This is an optimization exercise on Yosys and OpenROAD, whose aim is small area, not a production implementation. RTL that was checked went through simulation tests only; none was proved equivalent to the original. Power figures rest on the tool's default switching activity, not on a simulated workload.

// vm_core
module vm_core (
    input  wire         clk,
    input  wire         rst,
    input  wire [159:0] image,
    output wire [1:0]   run_state,
    output wire [1:0]   fault_kind,
    output wire [15:0]  fault_addr,
    output wire [7:0]   fault_opcode,
    output wire [2:0]   fault_op,
    output wire [15:0]  ip,
    output wire [15:0]  r1,
    output wire [15:0]  r2,
    output wire [159:0] mem
);
export LEC_CHECK = 0
export ABC_AREA = 1
export CAP_MARGIN = 20
export CORE_MARGIN = 2
export CORE_UTILIZATION = 30
export CTS_BUF_LIST = sky130_fd_sc_hd__clkbuf_16
export CTS_CLUSTER_DIAMETER = 120
export CTS_CLUSTER_SIZE = 20
export SLEW_MARGIN = 20
create_clock -name core_clock -period 10.0 [get_ports {clk}]
standard.sh (not shown) runs the stock make flow with config.mk's settings and CLKGATE_MAP_FILE= SYNTH_SCRIPT=/design/flow/synth_recipe.tcl, a recipe that flattens the netlist after the stock synthesis.
==> flow/flow/run.sh <==
#!/bin/bash
export BUFFER_PORTS_ARGS="-buffer_cell sky130_fd_sc_hd__buf_1"
bash standard.sh > standard.log 2>&1
The baseline produced a clean layout.
Rerun with:
--- a/flow/design.v
+++ b/flow/design.v
@@ -91,84 +91,82 @@
         rotate  = 1'b0;
         wsh     = 1'b0;
         st_n    = st;
         fb_ld   = 1'b0;
         end_now = 1'b0;
         oc_n    = 3'd0;
         case (st)
             ST_CLR: if (cnt == 4'd15) st_n = ST_FETCH;
             ST_FETCH: begin
-                rotate = 1'b1;
-                fb_ld  = 1'b1;
                 if (ip_past) begin
                     end_now = 1'b1; oc_n = 3'd7;
                 end else if (ip_neg) begin
                     end_now = 1'b1; oc_n = 3'd1;
-                end else if (at_ip) begin
+                end else if (!at_ip) begin
+                    rotate = 1'b1;
+                end else begin
+                    fb_ld = 1'b1;
                     if (h0_halt) begin
                         end_now = 1'b1; oc_n = 3'd6;
                     end else if (!h0_legal) begin
                         end_now = 1'b1; oc_n = 3'd0;
                     end else if (opnd_oob) begin
                         end_now = 1'b1; oc_n = 3'd2;
                     end else begin
-                        st_n = ST_D1;
+                        rotate = 1'b1; st_n = ST_D1;
                     end
                 end
             end
             ST_D1: begin
-                rotate = !(isJMP | isJE);
-                fb_ld  = isJMP | isJE;
                 if (isJMP) begin
                     if (h0_gt19) begin
-                        end_now = 1'b1; oc_n = 3'd5;
+                        end_now = 1'b1; oc_n = 3'd5; fb_ld = 1'b1;
                     end else st_n = ST_EXEC;
                 end else if (isJE) begin
                     st_n = ST_CMP;
                 end else if (h0_gt2) begin
                     end_now = 1'b1; oc_n = 3'd0;
                 end else begin
-                    st_n = ST_D2;
+                    rotate = 1'b1; st_n = ST_D2;
                 end
             end
             ST_D2: begin
                 if (isLD | isST) begin
                     fb_ld = 1'b1;
                     if (h0_gt18) begin
                         end_now = 1'b1; oc_n = isLD ? 3'd3 : 3'd4;
                     end else st_n = ST_SEEK;
                 end else if ((isADD | isSUB) & h0_gt2) begin
                     end_now = 1'b1; oc_n = 3'd0;
                 end else st_n = ST_EXEC;
             end
             ST_SEEK: begin
                 if (rot == fb[4:0]) st_n = ST_EXEC;
                 else rotate = 1'b1;
             end
             ST_CMP: begin
-                fb_ld = 1'b1;
                 if (cnt == 4'd15) begin
                     if (eq_n & h0_gt19) begin
-                        end_now = 1'b1; oc_n = 3'd5;
+                        end_now = 1'b1; oc_n = 3'd5; fb_ld = 1'b1;
                     end else st_n = ST_EXEC;
                 end
             end
             ST_EXEC: begin
                 wsh = !(isADD | isSUB);
                 if (cnt == 4'd15) st_n = ST_FETCH;
             end
             ST_ALIGN: begin
                 if (rot0) st_n = ST_DONE;
                 else rotate = 1'b1;
             end
             default: ;
         endcase
-        if (end_now) st_n = ST_ALIGN;
+        if (end_now) st_n = rot0 ? ST_DONE : ST_ALIGN;
     end
     wire [4:0] rot_inc = (rot == 5'd19) ? 5'd0 : rot + 5'd1;
     wire [159:0] m_rot = {m[7:0], m[159:8]};
     wire [15:0]  w_sh  = {(isST ? a : m[0]), m[15:1]};
     wire sel_rot  = !rst & rotate;
     wire sel_wsh  = !rst & wsh;
     wire sel_hold = !rst & !rotate;           
     wire sel_hw   = !rst & !rotate & !wsh;    
     wire [159:0] m_n = ({160{rst}} & image) | ({160{sel_rot}} & m_rot) |
=> Wire length rose slightly; utilization falls by 0.36 points; non-clock buffer count went up by 1; clock power climbs by roughly a tenth; cell area rises slightly; first-iteration DRC count falls by about a fifth.
The RTL of the first run of this note was laid out without a check of its function.

[afterwards: timing with drivers on the ports]
The results above use ideal ports. As a check the final layouts listed here were re-extracted and re-timed, cells and wires unchanged.
Step 1 sets driving cells, clkbuf_16 on the clock port and buf_2 on the other inputs (assumed; they add their load-dependent delay and slew).
Step 2 moves the port delays by t, midway between the first and last clock arrival at a register: inputs arrive t later, outputs are due t later. That takes back most of the time a late clock gives input paths.
Slacks: ideal / step 1 / step 2; pairs: ideal / step 1.
run | shift t [ns] | setup slack, ns | worst register clock-pin slew, ns | worst slew at a driven data input, ns
the first run | 0.546 | 5.307 / 5.335 / 4.789 | 0.09 / 0.09 | 0.11
the second run | 0.549 | 5.372 / 5.402 / 4.853 | 0.10 / 0.10 | 0.09
After both steps every run listed still meets setup and hold. The setup slack of the second run, which loses most, moves by +0.030 ns with the drivers and by -0.519 ns with both steps.
